From an optimization exercise on the open Yosys and OpenROAD flow, aimed at small area; shortcuts taken in it are not production practice. The RTL was checked by simulation tests, not by an equivalence proof against the original design. Power is estimated from default activity; no workload was simulated.

[flow/run.sh]
#!/bin/bash
set -euo pipefail
export BUFFER_PORTS_ARGS="-buffer_cell sky130_fd_sc_hd__buf_1"
export CTS_ARGS="-sink_clustering_enable -repair_clock_nets -dont_use_dummy_load -sink_clustering_size 10 -sink_clustering_max_diameter 40 -buf_list sky130_fd_sc_hd__clkbuf_4"

bash standard.sh synth > standard_synth.log 2>&1

RES=orfs/results/$FLOW_PLATFORM/ltt/base
PLAT=$FLOW_HOME/platforms/$FLOW_PLATFORM
cp $RES/1_2_yosys.v standard_1_2_yosys.v
export RESYN_NETLIST=$RES/1_2_yosys.v
export RESYN_LIB=$PLAT/lib/sky130_fd_sc_hd__tt_025C_1v80.lib
export RESYN_DONT_USE="$(make -s -C $FLOW_HOME DESIGN_CONFIG=$PWD/config.mk print-DONT_USE_CELLS 2>/dev/null | sed -n 's/^DONT_USE_CELLS: //p')"
echo "dont_use: $RESYN_DONT_USE" > resyn_dont_use.log
[[ -n "$RESYN_DONT_USE" ]]
yosys -c flow/resyn.tcl > resyn.log 2>&1
rm -f $RES/1_synth.odb $RES/1_synth.sdc

bash standard.sh > standard_layout.log 2>&1
[flow/resyn.tcl]
# Re-map the combinational logic of the standard synthesis netlist for area,
# keeping every register instance (name, cell type and connections) as it is.
# Several ABC scripts are tried; the netlist with the smallest cell area is
# kept. Reads and writes $::env(RESYN_NETLIST).
yosys -import
set lib $::env(RESYN_LIB)
set net $::env(RESYN_NETLIST)
set dont_use {}
foreach c $::env(RESYN_DONT_USE) { lappend dont_use -dont_use $c }

read_liberty -ignore_miss_func $lib
# registers stay black boxes, so flatten leaves their instances untouched
setattr -mod -set blackbox 1 sky130_fd_sc_hd__dfxtp_1 sky130_fd_sc_hd__edfxtp_1
read_verilog $net
hierarchy -top $::env(FLOW_TOP)
flatten
opt -full
design -save base

set scripts [list \
  "strash; &get -n; &fraig -x; &put; scorr; dc2; dretime; strash; &get -n; &dch -f; &nf; &put" \
  "strash; dc2; dch -f; amap -F 10 -A 10; topo" \
  "strash; dc2; dch -f; amap -F 20 -A 20; topo" \
  "strash; dc2; dc2; dch -f; amap; topo" ]
set best -1
set best_area 0
set i 0
foreach s $scripts {
  design -load base
  set f [open resyn_script_$i.abc w]
  puts $f $s
  close $f
  abc -liberty $lib {*}$dont_use -script resyn_script_$i.abc
  opt_clean -purge
  set a [tee -q -s result.string stat -liberty $lib]
  regexp {Chip area for module '[^']*': ([0-9.]+)} $a -> area
  puts "RESYN script $i area $area"
  if { $best < 0 || $area < $best_area } {
    set best $i
    set best_area $area
    design -save best
  }
  incr i
}
puts "RESYN chosen script $best area $best_area"
design -load best
splitnets
opt_clean -purge
hilomap -singleton -hicell sky130_fd_sc_hd__conb_1 HI -locell sky130_fd_sc_hd__conb_1 LO
insbuf -buf sky130_fd_sc_hd__buf_4 A X
check
tee -o resyn_stat.txt stat -liberty $lib
write_verilog -noattr -nohex -nodec $net
[standard.sh]
#!/bin/bash
# synth_recipe.tcl (not shown) runs the flow's synth.tcl, then flattens the netlist and writes it again
# the make line also repeats each setting of config.mk as NAME=value (left out here)
make -C /OpenROAD-flow-scripts/flow DESIGN_CONFIG=/design/flow/config.mk WORK_HOME=/design/flow/orfs CLKGATE_MAP_FILE= SYNTH_SCRIPT=/design/flow/synth_recipe.tcl "${@:-finish}"
[config.mk]
export PLATFORM = sky130hd
export DESIGN_NAME = ltt
export DESIGN_NICKNAME = ltt
export VERILOG_FILES = /design/flow/design.v
export SDC_FILE = /design/flow/constraint.sdc
export NUM_CORES = 4
export LEC_CHECK = 0
export ABC_AREA = 1
export CAP_MARGIN = 20
export CORE_MARGIN = 2
export CORE_UTILIZATION = 40
export SLEW_MARGIN = 20
[constraint.sdc]
create_clock -name core_clock -period 10.0 [get_ports {clk}]
set_input_delay 2.0000 -clock core_clock [delete_from_list [all_inputs] [get_ports {clk}]]
set_output_delay 2.0000 -clock core_clock [all_outputs]
set_load 0.01 [all_outputs]
[design.v]
module ltt_timer (
    input  wire        clk,
    input  wire        rst,
    input  wire        do_cfg,       
    input  wire        do_stop,      
    input  wire        do_clr,       
    input  wire        do_cb,        
    input  wire        waiting,      
    input  wire [15:0] a,
    input  wire [15:0] b,
    input  wire [2:0]  ps,
    input  wire        m,
    input  wire [7:0]  n,
    output wire        irq,
    output wire        ticks_zero,
    output wire        wait_done
);
    reg [15:0] count;
    reg [15:0] compare;
    reg [2:0]  psel;
    reg        run;
    reg        if_flag;
    reg [9:0]  pdiv;
    reg        cb;
    reg [7:0]  ticks;
    wire ge2 = psel[2] | psel[1];
    wire ge3 = psel[2] | (psel[1] & psel[0]);
    wire ge4 = psel[2];
    wire ge5 = psel[2] & psel[0];
    wire cnt_ev = run & (~ge2 | (&pdiv[2:0] & (~ge3 | (&pdiv[5:3] &
                  (~ge4 | (&pdiv[7:6] & (~ge5 | &pdiv[9:8])))))));
    wire at_top = (count == compare);
    wire fire   = cnt_ev & at_top;
    wire [7:0] ticks_inc = ticks + 8'd1;
    wire       tick_inc  = if_flag & cb;
    wire       complete  = tick_inc & waiting & (ticks_inc == n);
    assign irq        = if_flag;
    assign ticks_zero = (ticks == 8'd0);
    assign wait_done  = complete;
    always @(posedge clk) begin
        pdiv <= do_cfg ? 10'd0 : pdiv + 10'd1;
        if (do_cfg) begin
            count   <= a;
            compare <= m ? b : 16'hFFFF;
            psel    <= ps;
        end else if (cnt_ev) begin
            count <= at_top ? 16'd0 : count + 16'd1;
        end
    end
    always @(posedge clk) begin
        if (rst) begin
            run     <= 1'b0;
            if_flag <= 1'b0;
            cb      <= 1'b0;
            ticks   <= 8'd0;
        end else begin
            if_flag <= fire & ~(do_cfg | do_stop | complete);
            if (do_cfg)
                run <= 1'b1;
            else if (do_stop | complete)
                run <= 1'b0;
            if (do_clr | complete)
                ticks <= 8'd0;
            else if (tick_inc)
                ticks <= ticks_inc;
            if (do_cb)
                cb <= 1'b1;
        end
    end
endmodule
module ltt_uart_tx (
    input  wire       clk,
    input  wire       rst,
    input  wire       load,      
    input  wire       wr,        
    input  wire [7:0] data,
    output wire       ready,
    output wire       txd
);
    reg [9:0] sh;
    reg [6:0] baud;
    reg       txd_r;
    wire busy = |sh;
    wire tick = busy & (baud == 7'd92);
    assign ready = ~busy;
    assign txd   = txd_r;
    always @(posedge clk) begin
        baud <= (load | tick) ? 7'd1 : {baud[5:0], baud[6] ^ baud[5]};
        if (rst) begin
            sh    <= 10'd0;
            txd_r <= 1'b1;
        end else begin
            if (load) begin
                sh[9:8] <= 2'b11;
                txd_r   <= 1'b0;
            end else if (tick) begin
                sh[9:8] <= {1'b0, sh[9]};
                txd_r   <= sh[0];
            end
            if (wr)
                sh[7:0] <= data;
            else if (tick)
                sh[7:0] <= sh[8:1];
        end
    end
endmodule
module ltt_uart_rx (
    input  wire       clk,
    input  wire       rst,
    input  wire       rxd,
    output reg        valid,
    output wire [7:0] data
);
    reg       s1, s2;
    reg       active;
    reg       stph;      
    reg [6:0] baud;
    reg [8:0] sh;
    wire tick = (baud == 7'd92);
    assign data = sh[8:1];
    always @(posedge clk) begin
        if (rst) begin
            s1     <= 1'b1;
            s2     <= 1'b1;
            active <= 1'b0;
            valid  <= 1'b0;
        end else begin
            s1    <= rxd;
            s2    <= s1;
            valid <= active & tick & ~stph & sh[0] & s2;
            if (!active)
                active <= ~s2;
            else if (tick & (stph ? s2 : sh[0]))
                active <= 1'b0;
        end
    end
    always @(posedge clk) begin
        if (!active)
            baud <= 7'd104;
        else
            baud <= tick ? 7'd1 : {baud[5:0], baud[6] ^ baud[5]};
        if (!active)
            stph <= 1'b1;
        else if (tick)
            stph <= 1'b0;
        if (active & tick) begin
            if (stph)
                sh <= 9'h100;
            else if (!sh[0])
                sh <= {s2, sh[8:1]};
        end
    end
endmodule
module ltt_rx_fifo (
    input  wire       clk,
    input  wire       rst,
    input  wire       push,
    input  wire [7:0] wdata,
    input  wire       pop,
    input  wire       pop_late,
    output wire [7:0] rdata,
    output wire       empty,
    output wire [3:0] hnext,      
    output wire [7:0] rin
);
    reg [7:0] ring [0:8];
    reg [3:0] hc;       
    reg [3:0] tc;       
    reg       pend;     
    wire [3:0] hc_dec = (hc == 4'd0) ? 4'd8 : hc - 4'd1;
    wire [3:0] tc_dec = (tc == 4'd0) ? 4'd8 : tc - 4'd1;
    wire       full    = (tc == hc_dec);
    wire       do_push = push & (~full | pop_late);
    wire       do_pop  = pop | pop_late;
    wire       wr_now  = pend & (tc == 4'd1);
    assign empty = (tc == hc);
    assign hnext = hc_dec;
    assign rin   = wr_now ? wdata : ring[0];
    assign rdata = (pend & (tc_dec == hc)) ? wdata : ring[hc];
    integer i;
    always @(posedge clk) begin
        for (i = 0; i < 8; i = i + 1)
            ring[i] <= ring[i+1];
        ring[8] <= rin;
    end
    always @(posedge clk) begin
        if (rst) begin
            hc   <= 4'd0;
            tc   <= 4'd0;
            pend <= 1'b0;
        end else begin
            hc   <= do_pop ? hc : hc_dec;
            tc   <= do_push ? tc : tc_dec;
            pend <= do_push | (pend & ~wr_now);
        end
    end
endmodule
module ltt (
    input  wire        clk,
    input  wire        rst,
    input  wire        op_valid,
    input  wire [47:0] op_word,
    output reg         op_done,
    output reg         op_err,
    output wire [7:0]  op_res,
    output wire        irq,
    output wire        txd,
    input  wire        rxd
);
    wire [3:0]  opsel = op_word[47:44];
    wire [15:0] f_a   = op_word[43:28];
    wire [15:0] f_b   = op_word[27:12];
    wire [2:0]  f_ps  = op_word[11:9];
    wire        f_m   = op_word[8];
    wire [7:0]  f_n   = op_word[7:0];
    wire        bsel  = f_n[0];
    wire ps_ok  = (f_ps != 3'd0) & ~(f_ps[2] & f_ps[1]);
    reg  busy;
    wire accept = op_valid & ~op_done & ~busy;
    wire is4 = ~opsel[3];
    wire is8 = opsel[3] & ~opsel[1] & ~opsel[0];
    wire is9 = opsel[3] & ~opsel[1] &  opsel[0];
    wire isA = opsel[3] &  opsel[1] & ~opsel[0];
    wire isB = opsel[3] &  opsel[1] &  opsel[0];
    wire ticks_zero, wait_done;
    wire op1 = (opsel == 4'h1);
    wire op2 = (opsel == 4'h2);
    wire op3 = (opsel == 4'h3);
    wire op4 = (opsel == 4'h4);
    wire n_zero   = (f_n == 8'd0);
    wire wait_ok  = op4 & ps_ok & ticks_zero;
    wire t_cfg    = accept & ((op1 & ps_ok) | (wait_ok & ~n_zero));
    wire t_clr    = accept & wait_ok & n_zero;
    wire t_stop   = (accept & op3) | t_clr;
    wire t_cb     = accept & op2 & (f_n == 8'h01);
    ltt_timer u_timer (
        .clk        (clk),
        .rst        (rst),
        .do_cfg     (t_cfg),
        .do_stop    (t_stop),
        .do_clr     (t_clr),
        .do_cb      (t_cb),
        .waiting    (busy & is4),
        .a          (f_a),
        .b          (f_b),
        .ps         (f_ps),
        .m          (f_m),
        .n          (f_n),
        .irq        (irq),
        .ticks_zero (ticks_zero),
        .wait_done  (wait_done)
    );
    wire       rx_valid;
    wire [7:0] rx_data;
    ltt_uart_rx u_rx (
        .clk   (clk),
        .rst   (rst),
        .rxd   (rxd),
        .valid (rx_valid),
        .data  (rx_data)
    );
    reg        pop_late;    
    wire [7:0] q_data;
    wire       q_empty;
    wire [3:0] q_hnext;
    wire [7:0] q_rin;
    wire       q_pop = busy & isB & ~q_empty;
    ltt_rx_fifo u_rxq (
        .clk      (clk),
        .rst      (rst),
        .push     (rx_valid),
        .wdata    (rx_data),
        .pop      (q_pop),
        .pop_late (pop_late),
        .rdata    (q_data),
        .empty    (q_empty),
        .hnext    (q_hnext),
        .rin      (q_rin)
    );
    assign op_res = q_data;
    reg [7:0] pbuf [0:8];
    reg [7:0] xbuf [0:8];
    reg [3:0] plen, xlen;    
    reg [3:0] pcc,  xcc;     
    reg [3:0] pnc,  xnc;     
    wire p_copy = (pcc != plen) & (pnc == 4'd0);
    wire x_copy = (xcc != xlen) & (xnc == 4'd0);
    wire [7:0] p_in = p_copy ? q_rin : pbuf[0];
    wire [7:0] x_in = x_copy ? q_rin : xbuf[0];
    wire [3:0] pnc_dec = (pnc == 4'd0) ? 4'd8 : pnc - 4'd1;
    wire [3:0] xnc_dec = (xnc == 4'd0) ? 4'd8 : xnc - 4'd1;
    integer i;
    always @(posedge clk) begin
        for (i = 0; i < 8; i = i + 1) begin
            pbuf[i] <= pbuf[i+1];
            xbuf[i] <= xbuf[i+1];
        end
        pbuf[8] <= p_in;
        xbuf[8] <= x_in;
    end
    wire [3:0] len    = bsel ? xlen : plen;
    wire       len9   = (len == 4'd9);
    wire       q_zero = (q_data == 8'd0);
    wire       rt_acc = accept & (opsel == 4'hB);
    wire       rt_store = q_pop & ~q_zero & ~len9;
    reg  [3:0] rem;    
    reg        cp;     
    wire [3:0] nc_sel  = bsel ? xnc : pnc;
    wire       cc_done = bsel ? (xcc == xlen) : (pcc == plen);
    wire [3:0] rem9    = (rem == 4'd9) ? 4'd0 : rem;
    wire       st_last = (rem == 4'd0);
    wire       st_cap  = busy & isA & cp & cc_done & (nc_sel == rem9);
    wire tx_ready;
    wire tx_load = busy & (is8 | isA) & tx_ready;
    wire tx_wr   = (tx_load & is8) | st_cap;
    wire [7:0] tx_data = is8 ? f_n : (bsel ? x_in : p_in);
    ltt_uart_tx u_tx (
        .clk   (clk),
        .rst   (rst),
        .load  (tx_load),
        .wr    (tx_wr),
        .data  (tx_data),
        .ready (tx_ready),
        .txd   (txd)
    );
    always @(posedge clk) begin
        rem <= accept ? len : rem - {3'd0, st_cap};
        pnc <= (rt_acc & ~bsel) ? q_hnext : (p_copy ? pnc : pnc_dec);
        xnc <= (rt_acc &  bsel) ? q_hnext : (x_copy ? xnc : xnc_dec);
    end
    wire done_busy = is4 ? wait_done :
                     is8 ? tx_ready :
                     is9 ? ~q_empty :
                     isA ? (tx_ready & st_last) :
                           (~q_empty & (q_zero | len9));
    wire op_busy   = opsel[3] & ~opsel[2];       
    wire go_busy   = op_busy | (wait_ok & ~n_zero);
    wire err_idle  = op1 ? ~ps_ok :
                     op2 ? (f_n[7:1] != 7'd0) :
                     op3 ? 1'b0 :
                     op4 ? ~(ps_ok & ticks_zero) : 1'b1;
    always @(posedge clk) begin
        op_err <= busy ? (opsel[1] & opsel[0] & ~q_zero) : err_idle;
        if (rst) begin
            busy     <= 1'b0;
            op_done  <= 1'b0;
            pop_late <= 1'b0;
            cp       <= 1'b0;
            plen     <= 4'd0;
            xlen     <= 4'd0;
            pcc      <= 4'd0;
            xcc      <= 4'd0;
        end else begin
            op_done  <= busy ? done_busy : (accept & ~go_busy);
            busy     <= busy ? ~done_busy : (accept & go_busy);
            pop_late <= busy & is9 & ~q_empty;
            if (tx_load & isA & ~st_last)
                cp <= 1'b1;
            else if (st_cap)
                cp <= 1'b0;
            if (rt_acc & ~bsel) begin
                plen <= 4'd0;
                pcc  <= 4'd0;
            end else begin
                plen <= plen + {3'd0, rt_store & ~bsel};
                pcc  <= pcc + {3'd0, p_copy};
            end
            if (rt_acc & bsel) begin
                xlen <= 4'd0;
                xcc  <= 4'd0;
            end else begin
                xlen <= xlen + {3'd0, rt_store & bsel};
                xcc  <= xcc + {3'd0, x_copy};
            end
        end
    end
endmodule
==> out/results.tsv, run 1 <==
stage	metric	value	unit
worst_setup_path	crit-path most repeated cell	o21ai_0	
worst_setup_path	WP data required	8.00	ns
sta	RSZ-0062 raised after global routing	false	
floorplanning	Core Rows	61	
route	routed wire length per instance	15.7	um
floorplanning	# IOs	64	
worst_setup_path	Worst path max stage delay	0.72	ns
clock_tree	clock root buffer	clkbuf_4	
clock_tree	hold buffers post-CTS	0	
synthesis	syn_nets	1141	
clock_tree	CTS HTree Levels	2	
sta	Final Critical Period	5.83	ns
clock_tree	post-cts gate resize count	0	
power	P_int	1.86	mW
worst_setup_path	CP arrival	3.83	ns
layout	layout cells sized above 1	0.0464	
clock_tree	TritonCTS clock tree	done	
sta	clock skew	0.0724	ns
global_routing	total grt overflow	0	
floorplanning	Starting Density	0.408	
place	Post-DP HPWL	17.7	mm
worst_setup_path	crit path launch type	register	
route	First-pass DRT Iterations	5	
sta	setup ws final	4.17	ns
floorplanning	die area	29900	um2
global_routing	Total GRT Usage	0.166	
place	placed cells	1538	
sta	setup violators final	0	
place	port bufs	63	
route	routed wire length	24.9	mm
clock_tree	# clock sinks	353	
run_status	outcome	complete, no violations	
synthesis	syn_area_per_cell	10.5	um2
layout	Final nets	1262	
power	Psw	0.733	mW
clock_tree	# Post-CTS Setup Buffers	0	
min_path	worst hold path type	reg2reg	
floorplanning	Die H	173	um
route	DRC	0	
clock_tree	clock insertion delay at the later pin of the skew report	0.68	ns
clock_tree	Clk pin slew, worst setup/hold paths	0.10	ns
worst_setup_path	Max FO, Critical Path	13	
power	Net Sw Frac	0.283	
global_routing	maximum number of pins on one net before global-route repair	43	
clock_tree	total CTS buffers	48	
power	Comb power frac	0.140	
worst_setup_path	Critical-path top delay cell	a2111oi_1	
worst_setup_path	Setup crit end kind	output port	
global_routing	initial antenna violation count	2	
floorplanning	die width	173	um
sta	worst relative slew slack	0.417	
route	routed vias	8200	
global_routing	number of global-route vias before repair	7832	
worst_setup_path	Worst path top cell family by delay	compound AO/OA/AOI/OAI gates	
route	1st-iter DRT viols	497	
sta	setup TNS	0	ns
worst_setup_path	worst setup path class	reg2out	
place	Final GP Congestion	0.888	
worst_setup_path	Critical Path, Cell by Cell	nor2_1 -> a21oi_1 -> o21ai_0 -> a221oi_1 -> o21ai_0 -> a2111oi_1 -> clkinv_1 -> a41oi_1 -> buf_1	
floorplanning	core area	27900	um2
sta	worst slew pin tran	0.872	ns
sta	Slew Limit Fails	0	
route	Antenna Nets Post-Route	0	
synthesis	Syn Inst Count	1089	
sta	Tcrit/Tclk final	0.583	
power	maximum vdd drop	0.106	mV
layout	final cell count without fillers	1588	
synthesis	Mapped Area	11400	um2
place	pre-CTS WS	4.48	ns
sta	Max Fclk	171	MHz
route	Vias/cell	5.16	
power	leakage power	4.42	nW
sta	Hold Vio Cnt, Final	0	
clock_tree	clock tree buffer depth	3	
power	register share of total power	0.612	
worst_setup_path	WP buf/inv	2	
power	total chip power	2.59	mW
run	max-capacitance violation count	0	
power	PwrDens	207	nW/um2
layout	P&R area growth vs syn	9.96	%
global_routing	first-pass GRT wire length	40.3	mm
power	clock network fraction of total power	0.248	
synthesis	YS warnings	8	
## stage by stage
stage	hold WS, ns	instance area [um2]	util
floorplan	0.310	11400	-
global placement	0.310	12200	0.436
detailed placement	0.312	12200	0.436
CTS	0.280	12500	0.449
global route	0.285	12500	0.449
finish	0.277	12500	0.449
## power by group through the flow
stage          sequential, mW  clock (mW)  combinational (mW)
6_report                 1.59       0.642               0.363
2_1_floorplan            1.60           0               0.261
4_1_cts                  1.59       0.671               0.361
3_3_place_gp             1.62           0               0.352
5_1_grt                  1.60       0.730               0.414
3_5_place_dp             1.62           0               0.360
## worst reg2reg max path: cells and delay by family (launching register included)
| kind | cells | cell delay [ns] |
|---|---|---|
| compound gates | 8 | 2.07 |
| buf+inv | 2 | 0.61 |
| flops | 1 | 0.43 |
| simple gates | 9 | 1.41 |
## sequential cells by signal, summed over array words and instances, names as in the netlist, 7 cells and up
signal	flops
u_timer.compare	16
u_rx.sh	9
pbuf	72
u_timer.ticks	8
u_timer.pdiv	10
u_timer.count	16
u_tx.sh	10
u_rxq.ring	72
u_tx.baud	7
u_rx.baud	7
xbuf	72
## placed cells by master (no fill, tap or decap), types with 8 or more instances in the layout
master    count
a21oi_1      45
clkbuf_4     48
nand4_1       8
o21ai_0      71
nor2_1      138
o22ai_1      53
nand3_1       9
clkinv_1    128
edfxtp_1     52
nor3_1       23
dfxtp_1     301
o22a_1       10
a211oi_1      9
a221oi_1     16
a22oi_1      10
a222oi_1     14
and3_1       11
nor4_1       16
or2_0        20
nand2_1      86
buf_1        63
buf_4         8
## routing by layer
metal	wire length [um]	up-vias	track usage
li1	-	4153	-
met3	1390	72	0.0363
met5	0	-	0
met4	737	0	0.0614
met1	11800	3769	0.230
met2	10900	206	0.254
## layout make-up
| class | instances | area, um2 |
|---|---|---|
| tap | 378 | 473 |
| clock buffer | 48 | 360 |
| multi-input combinational | 608 | 3340 |
| sequential | 353 | 7590 |
| fill | 2718 | 15400 |
| timing repair buffer | 71 | 297 |
| inverter | 128 | 480 |
| antenna | 2 | 5.00 |
## final timing paths
path	slack [ns]	cells after the start	startpoint	to
hold reg to reg	0.28	0	pbuf[1][3]$_DFF_P_	pbuf[0][3]$_DFF_P_
hold / removal	0.28	0	pbuf[1][3]$_DFF_P_	pbuf[0][3]$_DFF_P_
setup / recovery	4.17	9	u_rxq.hc[3]$_SDFFE_PP0N_	op_res[5]
setup reg to reg	5.36	19	u_rxq.hc[3]$_SDFFE_PP0N_	plen[3]$_SDFF_PP0_
==> run 2: changes to the inputs <==
--- a/design.v
+++ b/design.v
@@ -4,6 +4,7 @@
     input  wire        do_cfg,       
     input  wire        do_stop,      
     input  wire        do_clr,       
+    input  wire        do_wst,       
     input  wire        do_cb,        
     input  wire        waiting,      
     input  wire [15:0] a,
@@ -18,6 +19,7 @@
     reg [15:0] count;
     reg [15:0] compare;
     reg [2:0]  psel;
+    reg        mode;
     reg        run;
     reg        if_flag;
     reg [9:0]  pdiv;
@@ -29,11 +31,11 @@
     wire ge5 = psel[2] & psel[0];
     wire cnt_ev = run & (~ge2 | (&pdiv[2:0] & (~ge3 | (&pdiv[5:3] &
                   (~ge4 | (&pdiv[7:6] & (~ge5 | &pdiv[9:8])))))));
-    wire at_top = (count == compare);
+    wire at_top = mode ? (count == compare) : &count;
     wire fire   = cnt_ev & at_top;
-    wire [7:0] ticks_inc = ticks + 8'd1;
     wire       tick_inc  = if_flag & cb;
-    wire       complete  = tick_inc & waiting & (ticks_inc == n);
+    wire [7:0] ticks_inc = (do_wst ? ~n : ticks) + {7'd0, tick_inc};
+    wire       complete  = tick_inc & waiting & (ticks == 8'hFE);
     assign irq        = if_flag;
     assign ticks_zero = (ticks == 8'd0);
     assign wait_done  = complete;
@@ -41,7 +43,8 @@
         pdiv <= do_cfg ? 10'd0 : pdiv + 10'd1;
         if (do_cfg) begin
             count   <= a;
-            compare <= m ? b : 16'hFFFF;
+            compare <= b;
+            mode    <= m;
             psel    <= ps;
         end else if (cnt_ev) begin
             count <= at_top ? 16'd0 : count + 16'd1;
@@ -61,7 +64,7 @@
                 run <= 1'b0;
             if (do_clr | complete)
                 ticks <= 8'd0;
-            else if (tick_inc)
+            else if (tick_inc | do_wst)
                 ticks <= ticks_inc;
             if (do_cb)
                 cb <= 1'b1;
@@ -108,6 +111,7 @@
     input  wire       clk,
     input  wire       rst,
     input  wire       rxd,
+    output wire       ready,
     output reg        valid,
     output wire [7:0] data
 );
@@ -117,7 +121,8 @@
     reg [6:0] baud;
     reg [8:0] sh;
     wire tick = (baud == 7'd92);
-    assign data = sh[8:1];
+    assign data  = sh[8:1];
+    assign ready = active & tick & ~stph & ~sh[0] & sh[1];
     always @(posedge clk) begin
         if (rst) begin
             s1     <= 1'b1;
@@ -154,6 +159,7 @@
 module ltt_rx_fifo (
     input  wire       clk,
     input  wire       rst,
+    input  wire       prep,
     input  wire       push,
     input  wire [7:0] wdata,
     input  wire       pop,
@@ -172,11 +178,11 @@
     wire       full    = (tc == hc_dec);
     wire       do_push = push & (~full | pop_late);
     wire       do_pop  = pop | pop_late;
-    wire       wr_now  = pend & (tc == 4'd1);
+    wire       wr_now  = pend & (tc == 4'd0);
     assign empty = (tc == hc);
     assign hnext = hc_dec;
     assign rin   = wr_now ? wdata : ring[0];
-    assign rdata = (pend & (tc_dec == hc)) ? wdata : ring[hc];
+    assign rdata = ring[hc];
     integer i;
     always @(posedge clk) begin
         for (i = 0; i < 8; i = i + 1)
@@ -191,7 +197,7 @@
         end else begin
             hc   <= do_pop ? hc : hc_dec;
             tc   <= do_push ? tc : tc_dec;
-            pend <= do_push | (pend & ~wr_now);
+            pend <= prep | (pend & ~wr_now);
         end
     end
 endmodule
@@ -231,6 +237,7 @@
     wire wait_ok  = op4 & ps_ok & ticks_zero;
     wire t_cfg    = accept & ((op1 & ps_ok) | (wait_ok & ~n_zero));
     wire t_clr    = accept & wait_ok & n_zero;
+    wire t_wst    = accept & wait_ok & ~n_zero;
     wire t_stop   = (accept & op3) | t_clr;
     wire t_cb     = accept & op2 & (f_n == 8'h01);
     ltt_timer u_timer (
@@ -239,6 +246,7 @@
         .do_cfg     (t_cfg),
         .do_stop    (t_stop),
         .do_clr     (t_clr),
+        .do_wst     (t_wst),
         .do_cb      (t_cb),
         .waiting    (busy & is4),
         .a          (f_a),
@@ -250,12 +258,14 @@
         .ticks_zero (ticks_zero),
         .wait_done  (wait_done)
     );
+    wire       rx_ready;
     wire       rx_valid;
     wire [7:0] rx_data;
     ltt_uart_rx u_rx (
         .clk   (clk),
         .rst   (rst),
         .rxd   (rxd),
+        .ready (rx_ready),
         .valid (rx_valid),
         .data  (rx_data)
     );
@@ -268,6 +278,7 @@
     ltt_rx_fifo u_rxq (
         .clk      (clk),
         .rst      (rst),
+        .prep     (rx_ready),
         .push     (rx_valid),
         .wdata    (rx_data),
         .pop      (q_pop),
--- a/flow/resyn.tcl
+++ b/flow/resyn.tcl
@@ -21,7 +21,9 @@
   "strash; &get -n; &fraig -x; &put; scorr; dc2; dretime; strash; &get -n; &dch -f; &nf; &put" \
   "strash; dc2; dch -f; amap -F 10 -A 10; topo" \
   "strash; dc2; dch -f; amap -F 20 -A 20; topo" \
-  "strash; dc2; dc2; dch -f; amap; topo" ]
+  "strash; dc2; dc2; dch -f; amap; topo" \
+  "strash; ifraig; dc2; dch -f; amap -F 10 -A 10; topo" \
+  "strash; dc2; drw -z; drf -z; dc2; dch -f; amap -F 10 -A 10; topo" ]
 set best -1
 set best_area 0
 set i 0
==> out/results.tsv, run 2 <==
stage	metric	value	unit
power	P_int	1.89	mW
floorplanning	Starting Density	0.406	
global_routing	initial antenna violation count	1	
worst_setup_path	Setup crit end kind	output port	
sta	setup TNS	0	ns
power	Psw	0.745	mW
power	register share of total power	0.615	
power	clock network fraction of total power	0.238	
clock_tree	# Post-CTS Setup Buffers	0	
floorplanning	die width	172	um
power	Net Sw Frac	0.283	
synthesis	Mapped Area	11200	um2
synthesis	syn_area_per_cell	10.6	um2
sta	Final Critical Period	5.32	ns
layout	layout cells sized above 1	0.0450	
sta	worst relative slew slack	0.329	
power	leakage power	4.36	nW
route	Vias/cell	5.06	
clock_tree	TritonCTS clock tree	done	
min_path	worst hold path type	reg2reg	
route	routed vias	7876	
synthesis	Syn Inst Count	1065	
sta	Tcrit/Tclk final	0.532	
run	max-capacitance violation count	0	
layout	most frequent cells in the layout	301 x dfxtp_1, 126 x clkinv_1, 121 x nor2_1	
place	Final GP Congestion	0.881	
route	routed wire length	23.9	mm
worst_setup_path	WP data required	8.00	ns
sta	clock skew	0.0811	ns
sta	worst slew pin tran	0.999	ns
global_routing	Total GRT Usage	0.162	
route	Antenna Nets Post-Route	0	
layout	Largest regs	pbuf x72, u_rxq.ring x72, xbuf x72	
layout	Final nets	1232	
floorplanning	die area	29500	um2
sta	RSZ-0062 raised after global routing	false	
clock_tree	hold buffers post-CTS	0	
power	maximum vdd drop	0.101	mV
synthesis	YS warnings	8	
floorplanning	# IOs	64	
worst_setup_path	Max FO, Critical Path	9	
floorplanning	Core Rows	61	
route	First-pass DRT Iterations	5	
floorplanning	core area	27700	um2
global_routing	number of global-route vias before repair	7364	
synthesis	syn_nets	1117	
clock_tree	Clk pin slew, worst setup/hold paths	0.09	ns
clock_tree	CTS HTree Levels	2	
route	1st-iter DRT viols	555	
global_routing	total grt overflow	0	
layout	fill cell count	2638	
run_status	outcome	complete, no violations	
power	PwrDens	213	nW/um2
layout	P&R area growth vs syn	9.85	%
place	Post-DP HPWL	17.1	mm
global_routing	first-pass GRT wire length	37.6	mm
clock_tree	clock insertion delay at the later pin of the skew report	0.69	ns
route	routed wire length per instance	15.3	um
clock_tree	clock root buffer	clkbuf_4	
sta	Max Fclk	188	MHz
worst_setup_path	crit path launch type	register	
sta	Slew Limit Fails	0	
power	Comb power frac	0.148	
floorplanning	Die H	172	um
route	DRC	0	
clock_tree	total CTS buffers	45	
clock_tree	# clock sinks	354	
power	total chip power	2.63	mW
layout	most common cell after layout, fill and taps aside	dfxtp_1	
clock_tree	post-cts gate resize count	0	
global_routing	maximum number of pins on one net before global-route repair	28	
place	port bufs	63	
clock_tree	clock tree buffer depth	3	
worst_setup_path	worst setup path class	reg2out	
sta	Hold Vio Cnt, Final	0	
worst_setup_path	CP arrival	3.32	ns
sta	setup violators final	0	
==> run 2: per-stage QoR <==
stage | utilization | cell area [um2] | setup slack, ns | instances | hold slack (ns)
2_1_floorplan | - | 11200 | 4.49 | 1065 | 0.310
3_3_place_gp | 0.433 | 12000 | 4.60 | 1511 | 0.310
5_1_grt | 0.446 | 12400 | 4.46 | 1557 | 0.273
4_1_cts | 0.445 | 12300 | 4.69 | 1556 | 0.262
6_report | 0.446 | 12400 | 4.68 | 1557 | 0.281
3_5_place_dp | 0.433 | 12000 | 4.45 | 1511 | 0.312
==> run 2: worst max-delay path: stages (launching register included) <==
cell	delay [ns]
dfxtp_1	0.45
clkinv_1	0.15
nor2_1	0.60
clkinv_1	0.21
nor2_1	0.62
a222oi_1	0.26
o2111ai_1	0.18
buf_1	0.19
==> run 2: layout make-up <==
| class | instances | area (um2) | share of cell area |
|---|---|---|---|
| Inverter | 126 | 473 | 0.0383 |
| Tap cell | 378 | 473 | 0.0383 |
| Multi-Input combinational cell | 585 | 3170 | 0.257 |
| Antenna cell | 1 | 2.50 | 0.000203 |
| Timing Repair Buffer | 68 | 274 | 0.0222 |
| Sequential cell | 354 | 7620 | 0.617 |
| Clock buffer | 45 | 338 | 0.0274 |
==> run 2: final timing paths <==
kind,from,endpoint,slack (ns),depth (start not counted)
setup reg to reg,u_rxq.hc[1]$_SDFFE_PP0N_,xlen[3]$_SDFF_PP0_,5.69,15
hold reg to reg,pbuf[1][7]$_DFF_P_,pbuf[0][7]$_DFF_P_,0.28,0
setup / recovery,u_rxq.hc[1]$_SDFFE_PP0N_,op_res[5],4.68,7
hold / removal,pbuf[1][7]$_DFF_P_,pbuf[0][7]$_DFF_P_,0.28,0
==> run 2: power groups by stage <==
stage	clock (mW)	sequential (mW)	combinational [mW]
5_1_grt	0.715	1.63	0.438
4_1_cts	0.657	1.62	0.393
3_3_place_gp	0	1.65	0.387
3_5_place_dp	0	1.65	0.390
6_report	0.626	1.62	0.389
2_1_floorplan	0	1.63	0.272
==> run 2: metal layers <==
layer	up-vias	global-route usage	routed length, um
met1	3596	0.218	11200
met4	0	0.0645	700
li1	4028	-	-
met2	201	0.255	10600
met5	-	0	0
met3	51	0.0352	1380
==> run 3: changes to the inputs <==
--- a/flow/run.sh
+++ b/flow/run.sh
@@ -1,7 +1,7 @@
 #!/bin/bash
 set -euo pipefail
 export BUFFER_PORTS_ARGS="-buffer_cell sky130_fd_sc_hd__buf_1"
-export CTS_ARGS="-sink_clustering_enable -repair_clock_nets -dont_use_dummy_load -sink_clustering_size 10 -sink_clustering_max_diameter 40 -buf_list sky130_fd_sc_hd__clkbuf_4"
+export CTS_ARGS="-sink_clustering_enable -repair_clock_nets -dont_use_dummy_load -sink_clustering_size 10 -sink_clustering_max_diameter 70 -buf_list sky130_fd_sc_hd__clkbuf_4"
 
 bash standard.sh synth > standard_synth.log 2>&1
 
==> out/results.tsv, run 3 <==
stage	metric	value	unit
run_status	outcome	complete, no violations	
layout	storage element area	7620	um2
worst_setup_path	Worst path max stage delay	0.62	ns
global_routing	number of global-route vias before repair	7320	
worst_setup_path	Max FO, Critical Path	9	
global_routing	total grt overflow	0	
route	Vias/cell	5.06	
place	Post-DP HPWL	17.1	mm
sta	Tcrit/Tclk final	0.527	
layout	Largest regs	pbuf x72, u_rxq.ring x72, xbuf x72	
floorplanning	die width	172	um
sta	RSZ-0062 raised after global routing	false	
worst_setup_path	CP arrival	3.27	ns
worst_setup_path	WP data required	8.00	ns
route	routed wire length	23.8	mm
sta	clock skew	0.0763	ns
place	Final GP Congestion	0.881	
clock_tree	clock tree buffer depth	3	
sta	hold_ws	0.269	ns
clock_tree	post-cts gate resize count	0	
power	leakage power	4.34	nW
clock_tree	# clock sinks	354	
layout	most frequent cells in the layout	301 x dfxtp_1, 126 x clkinv_1, 121 x nor2_1	
floorplanning	# IOs	64	
clock_tree	hold buffers post-CTS	0	
layout	Multi-input gate area	3170	um2
place	port bufs	63	
clock_tree	Clk pin slew, worst setup/hold paths	0.11	ns
route	First-pass DRT Iterations	6	
layout	Final nets	1228	
sta	Slew Limit Fails	0	
route	routed wire length per instance	15.3	um
synthesis	Syn Inst Count	1065	
clock_tree	total CTS buffers	41	
worst_setup_path	Setup crit end kind	output port	
sta	Final Critical Period	5.27	ns
sta	worst slew pin tran	1.00	ns
route	routed vias	7865	
synthesis	Mapped Area	11200	um2
worst_setup_path	crit path launch type	register	
worst_setup_path	Worst path top cell family by delay	simple AND/OR/NAND/NOR gates	
global_routing	Total GRT Usage	0.162	
sta	Max Fclk	190	MHz
clock_tree	TritonCTS clock tree	done	
synthesis	syn_area_per_cell	10.6	um2
layout	layout cells sized above 1	0.0417	
sta	worst relative slew slack	0.328	
min_path	worst hold path type	reg2reg	
worst_setup_path	WP buf/inv	3	
floorplanning	Core Rows	61	
global_routing	first-pass GRT wire length	37.4	mm
floorplanning	die area	29500	um2
global_routing	initial antenna violation count	1	
clock_tree	clock root buffer	clkbuf_4	
run	max-capacitance violation count	0	
sta	setup ws final	4.73	ns
place	pre-CTS WS	4.45	ns
synthesis	syn_nets	1117	
global_routing	maximum number of pins on one net before global-route repair	28	
sta	Hold Vio Cnt, Final	0	
clock_tree	CTS HTree Levels	2	
floorplanning	Die H	172	um
worst_setup_path	Critical-path top delay cell	nor2_1	
route	1st-iter DRT viols	515	
clock_tree	clock insertion delay at the later pin of the skew report	0.69	ns
route	Antenna Nets Post-Route	0	
sta	setup violators final	0	
sta	setup TNS	0	ns
worst_setup_path	worst setup path class	reg2out	
synthesis	YS warnings	8	
floorplanning	Starting Density	0.406	
power	PwrDens	211	nW/um2
worst_setup_path	Critical Path, Cell by Cell	clkinv_1 -> nor2_1 -> clkinv_1 -> nor2_1 -> a22oi_1 -> o2111ai_1 -> buf_1	
clock_tree	# Post-CTS Setup Buffers	0	
layout	fill cell count	2649	
layout	P&R area growth vs syn	9.60	%
route	DRC	0	
layout	most common cell after layout, fill and taps aside	dfxtp_1	
floorplanning	core area	27700	um2
power	maximum vdd drop	0.109	mV
==> run 3: path summary, 6_finish.rpt <==
check                                              start                  to  slack [ns]  cells past startpoint
worst max-delay path            u_rxq.hc[1]$_SDFFE_PP0N_           op_res[3]        4.73                      7
worst min-delay path                  xbuf[2][7]$_DFF_P_  xbuf[1][7]$_DFF_P_        0.27                      0
worst max register to register  u_rxq.hc[1]$_SDFFE_PP0N_  xlen[3]$_SDFF_PP0_        5.70                     15
worst min register to register        xbuf[2][7]$_DFF_P_  xbuf[1][7]$_DFF_P_        0.27                      0
==> run 3: area by class of cell <==
class                      count  share of cell area
tap                          378              0.0384
timing repair buffer          68              0.0222
inverter                     126              0.0384
multi-input combinational    585               0.258
clock buffer                  41              0.0250
sequential                   354               0.618
antenna                        2            0.000406
==> run 3: power breakdown <==
| part | switching (mW) | internal, mW |
|---|---|---|
| combinational | 0.261 | 0.128 |
| clock | 0.410 | 0.190 |
| sequential | 0.0647 | 1.55 |
==> run 3: layer usage <==
metal / routed length [um] / global-route usage
met2: 10600 / 0.254
met1: 11100 / 0.218
met3: 1280 / 0.0320
met4: 806 / 0.0678
met5: 0 / 0
==> run 3: per-stage QoR <==
stage | std cells | power, mW | utilization | instance area [um2]
floorplan | 1065 | 1.90 | - | 11200
global placement | 1511 | 2.03 | 0.433 | 12000
detailed placement | 1511 | 2.04 | 0.433 | 12000
CTS | 1552 | 2.64 | 0.444 | 12300
global route | 1554 | 2.76 | 0.445 | 12300
finish | 1554 | 2.61 | 0.445 | 12300
==> run 4: changes to the inputs <==
--- a/design.v
+++ b/design.v
@@ -111,18 +111,19 @@
     input  wire       clk,
     input  wire       rst,
     input  wire       rxd,
-    output wire       ready,
-    output reg        valid,
-    output wire [7:0] data
+    output wire       bit_ev,
+    output wire       bit_val,
+    output reg        valid
 );
     reg       s1, s2;
     reg       active;
     reg       stph;      
     reg [6:0] baud;
-    reg [8:0] sh;
-    wire tick = (baud == 7'd92);
-    assign data  = sh[8:1];
-    assign ready = active & tick & ~stph & ~sh[0] & sh[1];
+    reg [3:0] bitn;      
+    wire tick  = (baud == 7'd92);
+    wire dtick = active & tick & ~stph;
+    assign bit_ev  = dtick & ~bitn[3];
+    assign bit_val = s2;
     always @(posedge clk) begin
         if (rst) begin
             s1     <= 1'b1;
@@ -132,10 +133,10 @@
         end else begin
             s1    <= rxd;
             s2    <= s1;
-            valid <= active & tick & ~stph & sh[0] & s2;
+            valid <= dtick & bitn[3] & s2;
             if (!active)
                 active <= ~s2;
-            else if (tick & (stph ? s2 : sh[0]))
+            else if (tick & (stph ? s2 : bitn[3]))
                 active <= 1'b0;
         end
     end
@@ -148,20 +149,18 @@
             stph <= 1'b1;
         else if (tick)
             stph <= 1'b0;
-        if (active & tick) begin
-            if (stph)
-                sh <= 9'h100;
-            else if (!sh[0])
-                sh <= {s2, sh[8:1]};
-        end
+        if (active & tick & stph)
+            bitn <= 4'd0;
+        else if (bit_ev)
+            bitn <= bitn + 4'd1;
     end
 endmodule
 module ltt_rx_fifo (
     input  wire       clk,
     input  wire       rst,
-    input  wire       prep,
+    input  wire       bit_ev,
+    input  wire       bit_val,
     input  wire       push,
-    input  wire [7:0] wdata,
     input  wire       pop,
     input  wire       pop_late,
     output wire [7:0] rdata,
@@ -173,6 +172,7 @@
     reg [3:0] hc;       
     reg [3:0] tc;       
     reg       pend;     
+    reg       sb;       
     wire [3:0] hc_dec = (hc == 4'd0) ? 4'd8 : hc - 4'd1;
     wire [3:0] tc_dec = (tc == 4'd0) ? 4'd8 : tc - 4'd1;
     wire       full    = (tc == hc_dec);
@@ -181,7 +181,7 @@
     wire       wr_now  = pend & (tc == 4'd0);
     assign empty = (tc == hc);
     assign hnext = hc_dec;
-    assign rin   = wr_now ? wdata : ring[0];
+    assign rin   = wr_now ? {sb, ring[0][7:1]} : ring[0];
     assign rdata = ring[hc];
     integer i;
     always @(posedge clk) begin
@@ -197,9 +197,12 @@
         end else begin
             hc   <= do_pop ? hc : hc_dec;
             tc   <= do_push ? tc : tc_dec;
-            pend <= prep | (pend & ~wr_now);
+            pend <= bit_ev | (pend & ~wr_now);
         end
     end
+    always @(posedge clk)
+        if (bit_ev)
+            sb <= bit_val;
 endmodule
 module ltt (
     input  wire        clk,
@@ -258,16 +261,16 @@
         .ticks_zero (ticks_zero),
         .wait_done  (wait_done)
     );
-    wire       rx_ready;
+    wire       rx_bit_ev;
+    wire       rx_bit_val;
     wire       rx_valid;
-    wire [7:0] rx_data;
     ltt_uart_rx u_rx (
-        .clk   (clk),
-        .rst   (rst),
-        .rxd   (rxd),
-        .ready (rx_ready),
-        .valid (rx_valid),
-        .data  (rx_data)
+        .clk     (clk),
+        .rst     (rst),
+        .rxd     (rxd),
+        .bit_ev  (rx_bit_ev),
+        .bit_val (rx_bit_val),
+        .valid   (rx_valid)
     );
     reg        pop_late;    
     wire [7:0] q_data;
@@ -278,9 +281,9 @@
     ltt_rx_fifo u_rxq (
         .clk      (clk),
         .rst      (rst),
-        .prep     (rx_ready),
+        .bit_ev   (rx_bit_ev),
+        .bit_val  (rx_bit_val),
         .push     (rx_valid),
-        .wdata    (rx_data),
         .pop      (q_pop),
         .pop_late (pop_late),
         .rdata    (q_data),
--- a/flow/run.sh
+++ b/flow/run.sh
@@ -1,7 +1,7 @@
 #!/bin/bash
 set -euo pipefail
 export BUFFER_PORTS_ARGS="-buffer_cell sky130_fd_sc_hd__buf_1"
-export CTS_ARGS="-sink_clustering_enable -repair_clock_nets -dont_use_dummy_load -sink_clustering_size 10 -sink_clustering_max_diameter 70 -buf_list sky130_fd_sc_hd__clkbuf_4"
+export CTS_ARGS="-sink_clustering_enable -repair_clock_nets -dont_use_dummy_load -sink_clustering_size 10 -sink_clustering_max_diameter 55 -buf_list sky130_fd_sc_hd__clkbuf_4"
 
 bash standard.sh synth > standard_synth.log 2>&1
 
==> out/results.tsv, run 4 <==
stage	metric	value	unit
route	1st-iter DRT viols	636	
clock_tree	TritonCTS clock tree	done	
floorplanning	die area	28800	um2
worst_setup_path	Worst R2R End	plen[3]$_SDFF_PP0_	
sta	clock skew	0.0783	ns
clock_tree	clock insertion delay at the later pin of the skew report	0.67	ns
layout	Final nets	1181	
worst_setup_path	Worst setup endpoint	op_res[2]	
run_status	outcome	complete, no violations	
floorplanning	die width	170	um
sta	setup violators final	0	
place	pre-CTS WS	4.66	ns
clock_tree	clock tree buffer depth	3	
floorplanning	core area	27000	um2
clock_tree	Clk pin slew, worst setup/hold paths	0.11	ns
sta	Slew Limit Fails	0	
global_routing	initial antenna violation count	1	
global_routing	number of global-route vias before repair	7169	
clock_tree	clock root buffer	clkbuf_4	
sta	setup ws final	5.14	ns
floorplanning	Core Rows	60	
sta	setup TNS	0	ns
place	port bufs	63	
global_routing	total grt overflow	0	
worst_setup_path	worst setup path class	reg2out	
worst_setup_path	crit path launch type	register	
sta	RSZ-0062 raised after global routing	false	
route	routed vias	7726	
synthesis	Syn Inst Count	1015	
route	DRC	0	
layout	Largest regs	pbuf x72, u_rxq.ring x72, xbuf x72	
sta	Max Fclk	206	MHz
layout	layout cells sized above 1	0.0435	
power	leakage power	4.25	nW
floorplanning	# IOs	64	
route	Vias/cell	5.26	
sta	worst relative slew slack	0.250	
synthesis	syn_nets	1067	
place	Final GP Congestion	0.908	
route	routed wire length per instance	16.0	um
clock_tree	total CTS buffers	41	
worst_setup_path	R2R setup slack	6.25	ns
layout	most common cell after layout, fill and taps aside	dfxtp_1	
worst_setup_path	CP arrival	2.86	ns
layout	most frequent cells in the layout	305 x dfxtp_1, 127 x clkinv_1, 116 x nor2_1	
worst_setup_path	Crit. Startpoint	u_rxq.hc[2]$_SDFFE_PP0N_	
clock_tree	hold buffers post-CTS	0	
worst_setup_path	WP data required	8.00	ns
global_routing	first-pass GRT wire length	37.6	mm
clock_tree	post-cts gate resize count	0	
worst_setup_path	Max FO, Critical Path	7	
place	Post-DP HPWL	16.8	mm
global_routing	Total GRT Usage	0.166	
synthesis	Mapped Area	11000	um2
synthesis	syn_area_per_cell	10.8	um2
min_path	worst hold path type	reg2reg	
sta	worst slew pin tran	1.12	ns
worst_setup_path	reg-to-reg startpoint	u_rxq.hc[2]$_SDFFE_PP0N_	
worst_setup_path	Setup crit end kind	output port	
clock_tree	# Post-CTS Setup Buffers	0	
clock_tree	CTS HTree Levels	2	
route	Antenna Nets Post-Route	0	
sta	Tcrit/Tclk final	0.486	
worst_setup_path	Reg2Reg Depth	15	
sta	Final Critical Period	4.86	ns
run	max-capacitance violation count	0	
route	First-pass DRT Iterations	7	
synthesis	YS warnings	8	
layout	P&R area growth vs syn	9.41	%
floorplanning	Die H	170	um
floorplanning	Starting Density	0.408	
global_routing	maximum number of pins on one net before global-route repair	50	
power	maximum vdd drop	0.0775	mV
route	routed wire length	23.5	mm
power	PwrDens	216	nW/um2
clock_tree	# clock sinks	350	
sta	Hold Vio Cnt, Final	0	
run 4: routing by layer:
metal	wire length, um	GRT usage	vias up
li1	-	-	3892
met1	11200	0.229	3593
met2	10400	0.261	192
met3	1340	0.0347	49
met4	593	0.0505	0
met5	0	0	-
run 4: how the worst min path moves through the flow:
stage / start / endpoint / depth (start not counted)
6_report: xbuf[6][0]$_DFF_P_ / xbuf[5][0]$_DFF_P_ / 0
5_1_grt: xbuf[6][0]$_DFF_P_ / xbuf[5][0]$_DFF_P_ / 0
3_3_place_gp: pbuf[3][1]$_DFF_P_ / pbuf[2][1]$_DFF_P_ / 0
4_1_cts: xbuf[6][0]$_DFF_P_ / xbuf[5][0]$_DFF_P_ / 0
3_5_place_dp: pbuf[3][4]$_DFF_P_ / pbuf[2][4]$_DFF_P_ / 0
2_1_floorplan: pbuf[1][0]$_DFF_P_ / pbuf[0][0]$_DFF_P_ / 0
run 4: critical path, stage by stage (launching register included):
cell       delay (ns)
dfxtp_1          0.37
nor2_1           0.15
clkinv_1         0.16
nor3_1           0.92
a22oi_1          0.22
o2111ai_1        0.20
buf_1            0.19
run 4: where the power goes:
group | total [mW] | switching, mW | internal [mW] | leakage [nW]
logic | 0.414 | 0.262 | 0.152 | 1.17
clock network | 0.601 | 0.412 | 0.189 | 0.189
registers | 1.58 | 0.0648 | 1.52 | 2.89
total | 2.60 | 0.738 | 1.86 | 4.25
run 4: through the flow:
step,power (mW),util,std cells,hold WS [ns],cell area [um2]
2_1_floorplan,1.89,-,1015,0.310,11000
3_3_place_gp,2.02,0.434,1427,0.310,11700
3_5_place_dp,2.02,0.434,1427,0.312,11700
4_1_cts,2.63,0.446,1468,0.301,12000
5_1_grt,2.75,0.446,1469,0.294,12000
6_report,2.60,0.446,1469,0.307,12000
run 4: layout make-up:
type	instances	area [um2]
sequential	350	7460
multi-input combinational	538	3050
clock buffer	41	308
inverter	127	477
antenna	1	2.50
fill	2539	14900
timing repair buffer	71	297
tap	341	427
==> run 5: changes to the inputs <==
--- a/design.v
+++ b/design.v
@@ -116,43 +116,35 @@
     output reg        valid
 );
     reg       s1, s2;
-    reg       active;
-    reg       stph;      
     reg [6:0] baud;
-    reg [3:0] bitn;      
-    wire tick  = (baud == 7'd92);
-    wire dtick = active & tick & ~stph;
-    assign bit_ev  = dtick & ~bitn[3];
+    reg [3:0] st;
+    wire tick    = (baud == 7'd92);
+    wire idle    = (st == 4'd14);
+    wire st_tick = tick & st[3] & st[0];       
+    wire sp_tick = tick & st[3] & ~st[1];      
+    assign bit_ev  = tick & ~st[3];
     assign bit_val = s2;
     always @(posedge clk) begin
         if (rst) begin
-            s1     <= 1'b1;
-            s2     <= 1'b1;
-            active <= 1'b0;
-            valid  <= 1'b0;
+            s1    <= 1'b1;
+            s2    <= 1'b1;
+            valid <= 1'b0;
+            st    <= 4'd14;
         end else begin
             s1    <= rxd;
             s2    <= s1;
-            valid <= dtick & bitn[3] & s2;
-            if (!active)
-                active <= ~s2;
-            else if (tick & (stph ? s2 : bitn[3]))
-                active <= 1'b0;
+            valid <= sp_tick & s2;
+            if ((st_tick & s2) | sp_tick)
+                st <= 4'd14;
+            else if ((idle & ~s2) | st_tick | bit_ev)
+                st <= st + 4'd1;
         end
     end
     always @(posedge clk) begin
-        if (!active)
+        if (idle)
             baud <= 7'd104;
         else
             baud <= tick ? 7'd1 : {baud[5:0], baud[6] ^ baud[5]};
-        if (!active)
-            stph <= 1'b1;
-        else if (tick)
-            stph <= 1'b0;
-        if (active & tick & stph)
-            bitn <= 4'd0;
-        else if (bit_ev)
-            bitn <= bitn + 4'd1;
     end
 endmodule
 module ltt_rx_fifo (
==> out/results.tsv, run 5 <==
stage	metric	value	unit
global_routing	initial antenna violation count	1	
sta	clock skew	0.0726	ns
sta	worst slew pin tran	0.955	ns
worst_setup_path	WP data required	8.00	ns
global_routing	total grt overflow	0	
floorplanning	Die H	169	um
clock_tree	hold buffers post-CTS	0	
clock_tree	total CTS buffers	42	
synthesis	Syn Inst Count	1016	
worst_setup_path	Critical Path, Cell by Cell	nor2_1 -> clkinv_1 -> nor2_1 -> clkinv_1 -> nor2_1 -> clkinv_1 -> o21ai_2 -> o2111ai_1 -> buf_1	
place	Final GP Congestion	0.834	
floorplanning	Starting Density	0.407	
power	leakage power	4.29	nW
worst_setup_path	Max FO, Critical Path	11	
route	Vias/cell	5.26	
power	maximum vdd drop	0.0854	mV
global_routing	maximum number of pins on one net before global-route repair	29	
worst_setup_path	Crit. Startpoint	u_rxq.hc[1]$_SDFFE_PP0N_	
place	port bufs	63	
worst_setup_path	reg-to-reg startpoint	u_rxq.hc[1]$_SDFFE_PP0N_	
floorplanning	die area	28700	um2
place	Post-DP HPWL	16.4	mm
clock_tree	clock tree buffer depth	3	
layout	final cell count without fillers	1476	
place	placed cells	1433	
route	1st-iter DRT viols	602	
clock_tree	clock root buffer	clkbuf_4	
route	routed wire length	23.4	mm
worst_setup_path	Critical-path top delay cell	nor2_1	
clock_tree	# clock sinks	348	
sta	Final Critical Period	5.40	ns
sta	setup violators final	0	
worst_setup_path	worst setup path class	reg2out	
clock_tree	# Post-CTS Setup Buffers	0	
min_path	worst hold path type	reg2reg	
clock_tree	post-cts gate resize count	0	
sta	Hold Vio Cnt, Final	0	
worst_setup_path	CP arrival	3.40	ns
worst_setup_path	crit path launch type	register	
floorplanning	# IOs	64	
worst_setup_path	Worst setup endpoint	op_res[7]	
sta	Max Fclk	185	MHz
route	First-pass DRT Iterations	5	
sta	worst relative slew slack	0.358	
layout	most common cell after layout, fill and taps aside	dfxtp_1	
clock_tree	CTS HTree Levels	2	
floorplanning	die width	169	um
layout	Largest regs	pbuf x72, u_rxq.ring x72, xbuf x72	
layout	layout cells sized above 1	0.0494	
route	Antenna Nets Post-Route	0	
power	PwrDens	220	nW/um2
route	routed wire length per instance	15.8	um
worst_setup_path	Worst path max stage delay	0.68	ns
synthesis	YS warnings	8	
sta	RSZ-0062 raised after global routing	false	
clock_tree	Clk pin slew, worst setup/hold paths	0.10	ns
worst_setup_path	Worst R2R End	plen[3]$_SDFF_PP0_	
global_routing	Total GRT Usage	0.164	
synthesis	syn_nets	1068	
synthesis	syn_area_per_cell	10.8	um2
run_status	outcome	complete, no violations	
worst_setup_path	Reg2Reg Depth	16	
clock_tree	clock insertion delay at the later pin of the skew report	0.67	ns
layout	fill cell count	2602	
route	routed vias	7763	
run	max-capacitance violation count	0	
floorplanning	core area	26900	um2
layout	most frequent cells in the layout	303 x dfxtp_1, 114 x nor2_1, 111 x clkinv_1	
route	DRC	0	
layout	P&R area growth vs syn	9.87	%
layout	Final nets	1188	
global_routing	number of global-route vias before repair	7283	
sta	Slew Limit Fails	0	
global_routing	first-pass GRT wire length	37.7	mm
worst_setup_path	Setup crit end kind	output port	
floorplanning	Core Rows	60	
worst_setup_path	R2R setup slack	5.67	ns
sta	Tcrit/Tclk final	0.540	
sta	setup TNS	0	ns
synthesis	Mapped Area	10900	um2
clock_tree	TritonCTS clock tree	done	
run 5: cell count changes in the layout (fill, tap and decap cells not counted), sizes merged, moves of 7 or more:
cell,before,now
o21ai,68,87
a211oi,19,2
clkinv,127,111
nand2,82,95
o22ai,43,33
nor3,15,22
run 5: metrics by stage:
step	utilization	power [mW]	hold slack, ns	setup slack, ns	cell area, um2
after global placement	0.435	2.04	0.310	4.49	11700
final	0.447	2.64	0.278	4.60	12000
after global routing	0.447	2.80	0.284	4.40	12000
after floorplan	-	1.90	0.310	5.11	10900
after CTS	0.447	2.66	0.273	4.36	12000
after detailed placement	0.435	2.05	0.312	4.43	11700
run 5: final cells by class:
class,instances,area [um2],share of cell area
inverters,111,417,0.0347
flip-flops and latches,348,7420,0.617
well taps,341,427,0.0355
multi-input cells,557,3110,0.259
repair buffers,76,332,0.0276
diodes,1,2.50,0.000208
clock buffers,42,315,0.0262
run 5: worst max-delay path, delay by kind of cell (launching register included):
family | cells | cell delay (ns)
simple gates | 3 | 1.03
buf+inv | 4 | 0.72
compound gates | 2 | 0.65
flops | 1 | 0.37
run 5: power by group:
| group | switching [mW] | leakage [nW] | internal [mW] |
|---|---|---|---|
| Combinational | 0.294 | 1.22 | 0.169 |
| Sequential | 0.0586 | 2.88 | 1.51 |
| Clock | 0.417 | 0.193 | 0.194 |
run 5: routing by layer:
layer | wire length (um) | vias up | share of wire | track usage
met3 | 1220 | 50 | 0.052 | 0.0347
met5 | 0 | - | 0 | 0
li1 | - | 3903 | - | -
met2 | 9700 | 217 | 0.41 | 0.239
met4 | 666 | 0 | 0.028 | 0.0650
met1 | 11800 | 3593 | 0.50 | 0.239
run 5: how the worst min path moves through the flow:
stage | from | depth (start not counted) | slack, ns | endpoint
6_report | pbuf[2][0]$_DFF_P_ | 0 | 0.28 | pbuf[1][0]$_DFF_P_
5_1_grt | xbuf[2][1]$_DFF_P_ | 0 | 0.28 | xbuf[1][1]$_DFF_P_
4_1_cts | pbuf[3][1]$_DFF_P_ | 0 | 0.27 | pbuf[2][1]$_DFF_P_
3_5_place_dp | pbuf[1][3]$_DFF_P_ | 0 | 0.31 | pbuf[0][3]$_DFF_P_
3_3_place_gp | xbuf[8][2]$_DFF_P_ | 0 | 0.31 | xbuf[7][2]$_DFF_P_
2_1_floorplan | pbuf[1][0]$_DFF_P_ | 0 | 0.31 | pbuf[0][0]$_DFF_P_
==> run 6: changes to the inputs <==
--- a/flow/resyn.tcl
+++ b/flow/resyn.tcl
@@ -1,7 +1,8 @@
 # Re-map the combinational logic of the standard synthesis netlist for area,
 # keeping every register instance (name, cell type and connections) as it is.
 # Several ABC scripts are tried; the netlist with the smallest cell area is
-# kept. Reads and writes $::env(RESYN_NETLIST).
+# kept (a result far smaller than ABC's default script is refused).
+# Reads and writes $::env(RESYN_NETLIST).
 yosys -import
 set lib $::env(RESYN_LIB)
 set net $::env(RESYN_NETLIST)
@@ -23,7 +24,10 @@
   "strash; dc2; dch -f; amap -F 20 -A 20; topo" \
   "strash; dc2; dc2; dch -f; amap; topo" \
   "strash; ifraig; dc2; dch -f; amap -F 10 -A 10; topo" \
-  "strash; dc2; drw -z; drf -z; dc2; dch -f; amap -F 10 -A 10; topo" ]
+  "strash; dc2; drw -z; drf -z; dc2; dch -f; amap -F 10 -A 10; topo" \
+  "strash; dc2; dch -f; if -a -K 4; mfs2; strash; dc2; dch -f; amap -F 10 -A 10; topo" \
+  "strash; dc2; dch -f; if -a -K 3; mfs2; strash; dc2; dch -f; amap -F 10 -A 10; topo" \
+  "strash; ifraig; dc2; dch -f; if -a -K 4; mfs2; strash; dc2; dch -f; amap -F 10 -A 10; topo" ]
 set best -1
 set best_area 0
 set i 0
@@ -37,7 +41,11 @@
   set a [tee -q -s result.string stat -liberty $lib]
   regexp {Chip area for module '[^']*': ([0-9.]+)} $a -> area
   puts "RESYN script $i area $area"
-  if { $best < 0 || $area < $best_area } {
+  # script 0 is ABC's default; a result far below it means logic was lost
+  if { $i == 0 } { set ref_area $area }
+  if { $area < 0.9 * $ref_area } {
+    puts "RESYN script $i rejected"
+  } elseif { $best < 0 || $area < $best_area } {
     set best $i
     set best_area $area
     design -save best
==> out/results.tsv, run 6 <==
stage	metric	value	unit
run_status	outcome	complete, no violations	
route	Highest Signal Layer	met5	
layout	Multi-input gate area	3050	um2
layout	storage element area	7420	um2
sta	setup violators final	0	
clock_tree	# clock sinks	348	
layout	Largest regs	pbuf x72, u_rxq.ring x72, xbuf x72	
worst_setup_path	Setup crit end kind	register	
route	met3 wire len	1.48	mm
clock_tree	total CTS buffers	42	
worst_setup_path	crit path launch type	input pin	
clock_tree	Clk pin slew, worst setup/hold paths	0.11	ns
synthesis	syn_nets	1070	
worst_setup_path	CP arrival	5.55	ns
power	leakage power	4.28	nW
route	routed length on met1	10.5	mm
global_routing	Total GRT Usage	0.161	
route	First-pass DRT Iterations	6	
place	placed cells	1431	
layout	P&R area growth vs syn	9.71	%
clock_tree	TritonCTS clock tree	done	
global_routing	initial antenna violation count	4	
sta	Tcrit/Tclk final	0.502	
worst_setup_path	Critical Path, Cell by Cell	buf_1 -> clkinv_1 -> o22ai_1 -> a21oi_1 -> or4b_1 -> or4_1 -> nand2_1 -> nor2_1 -> clkinv_1 -> nor2_1 -> a2111oi_0	
clock_tree	clock tree buffer depth	3	
worst_setup_path	Worst path max stage delay	0.62	ns
sta	setup ws final	4.98	ns
layout	final cell count without fillers	1475	
layout	Final nets	1186	
floorplanning	Die H	169	um
clock_tree	# Post-CTS Setup Buffers	0	
power	PwrDens	219	nW/um2
global_routing	total grt overflow	0	
route	met2 wire len	10.2	mm
route	DRC	0	
floorplanning	# IOs	64	
power	total chip power	2.61	mW
sta	clock skew	0.0372	ns
route	routed wire length per instance	15.5	um
layout	most frequent cells in the layout	303 x dfxtp_1, 120 x nor2_1, 111 x clkinv_1	
place	Post-DP HPWL	16.0	mm
clock_tree	clock insertion delay at the later pin of the skew report	0.65	ns
power	maximum vdd drop	0.0929	mV
global_routing	first-pass GRT wire length	36.6	mm
synthesis	Mapped Area	10900	um2
place	port bufs	63	
worst_setup_path	worst setup path class	in2reg	
route	routed wire length	22.8	mm
sta	worst slew pin tran	1.05	ns
min_path	worst hold path type	reg2reg	
floorplanning	die width	169	um
floorplanning	core area	26800	um2
global_routing	maximum number of pins on one net before global-route repair	48	
route	routed vias	7605	
synthesis	syn_area_per_cell	10.7	um2
layout	most common cell after layout, fill and taps aside	dfxtp_1	
place	Final GP Congestion	0.886	
clock_tree	post-cts gate resize count	0	
floorplanning	Core Rows	60	
route	Vias/cell	5.16	
synthesis	YS warnings	8	
sta	worst relative slew slack	0.292	
global_routing	number of global-route vias before repair	7163	
floorplanning	Starting Density	0.406	
worst_setup_path	Critical-path top delay cell	or4_1	
place	pre-CTS WS	4.36	ns
clock_tree	CTS HTree Levels	2	
sta	Hold Vio Cnt, Final	0	
run	max-capacitance violation count	0	
sta	Final Critical Period	5.02	ns
sta	setup TNS	0	ns
clock_tree	clock root buffer	clkbuf_4	
layout	final core occ	0.445	
sta	Slew Limit Fails	0	
layout	layout cells sized above 1	0.0459	
worst_setup_path	Max FO, Critical Path	16	
layout	fill cell count	2583	
sta	RSZ-0062 raised after global routing	false	
floorplanning	die area	28500	um2
route	Antenna Nets Post-Route	0	
clock_tree	hold buffers post-CTS	0	
synthesis	Syn Inst Count	1018	
worst_setup_path	WP data required	10.54	ns
sta	Max Fclk	199	MHz
route	1st-iter DRT viols	675	
## run 6: per-layer routing
metal | global-route usage | vias up
li1 | - | 3875
met1 | 0.214 | 3442
met2 | 0.253 | 226
met3 | 0.0376 | 58
met4 | 0.0660 | 4
met5 | 0 | -
## run 6: worst max-delay path: cells and delay by family
family | cells | cell delay, ns
simple gates | 5 | 1.61
buf+inv | 3 | 1.13
compound gates | 3 | 0.80
## run 6: area by class of cell
cell class	count	area share
well taps	341	0.0358
flip-flops and latches	348	0.622
diodes	2	0.000420
repair buffers	72	0.0255
clock buffers	42	0.0264
multi-input cells	559	0.255
inverters	111	0.0349
## run 6: power by group
part / switching [mW] / internal, mW / total, mW / leakage, nW
Combinational: 0.280 / 0.170 / 0.450 / 1.21
Clock: 0.408 / 0.194 / 0.602 / 0.193
Sequential: 0.0591 / 1.50 / 1.56 / 2.87
## run 6: metrics by stage
stage	cell area [um2]	hold WS, ns
floorplan	10900	0.310
CTS	11900	0.284
finish	11900	0.304
global placement	11600	0.310
global route	11900	0.307
detailed placement	11600	0.312
## run 6: worst paths after layout
kind                               from                    endpoint  slack (ns)  cells past startpoint
max                          op_word[0]     u_tx.sh[5]$_SDFFE_PP0P_        4.98                     11
min                  pbuf[2][7]$_DFF_P_          pbuf[1][7]$_DFF_P_        0.30                      0
max reg2reg  u_timer.count[0]$_DFFE_PP_  u_timer.count[3]$_DFFE_PP_        6.22                     19
min reg2reg          pbuf[2][7]$_DFF_P_          pbuf[1][7]$_DFF_P_        0.30                      0

afterwards: timing with drivers on the ports:
No port has a modelled driver above. Below, the same layouts with a new extraction and two added sets of constraints.
Step 1, drivers: a clkbuf_16 drives clk and a buf_2 each remaining input, both assumed.
Step 2 times the ports against the registers' clock, not the clock port: input delays grow and output delays shrink by t, the midpoint of the rising clock arrivals with the driver on.
a / b / c = ideal / step 1 / step 2; a / b = the first two.
run | t (ns) | setup WS [ns] | worst setup path after step 2 | worst register clock-pin slew, ns
run 1 | 0.680 | 4.166 / 4.126 / 4.429 | input to register | 0.10 / 0.10
run 2 | 0.689 | 4.676 / 4.637 / 4.304 | input to register | 0.11 / 0.11
run 3 | 0.688 | 4.727 / 4.686 / 4.312 | input to register | 0.12 / 0.12
run 4 | 0.677 | 5.139 / 5.096 / 4.524 | input to register | 0.11 / 0.11
run 5 | 0.674 | 4.596 / 4.555 / 4.361 | input to register | 0.12 / 0.12
run 6 | 0.675 | 4.985 / 4.992 / 4.329 | input to register | 0.11 / 0.11
After both steps every run listed still meets setup and hold. The setup slack of run 6, which loses most, moves by +0.007 ns with the drivers and by -0.656 ns with both steps.
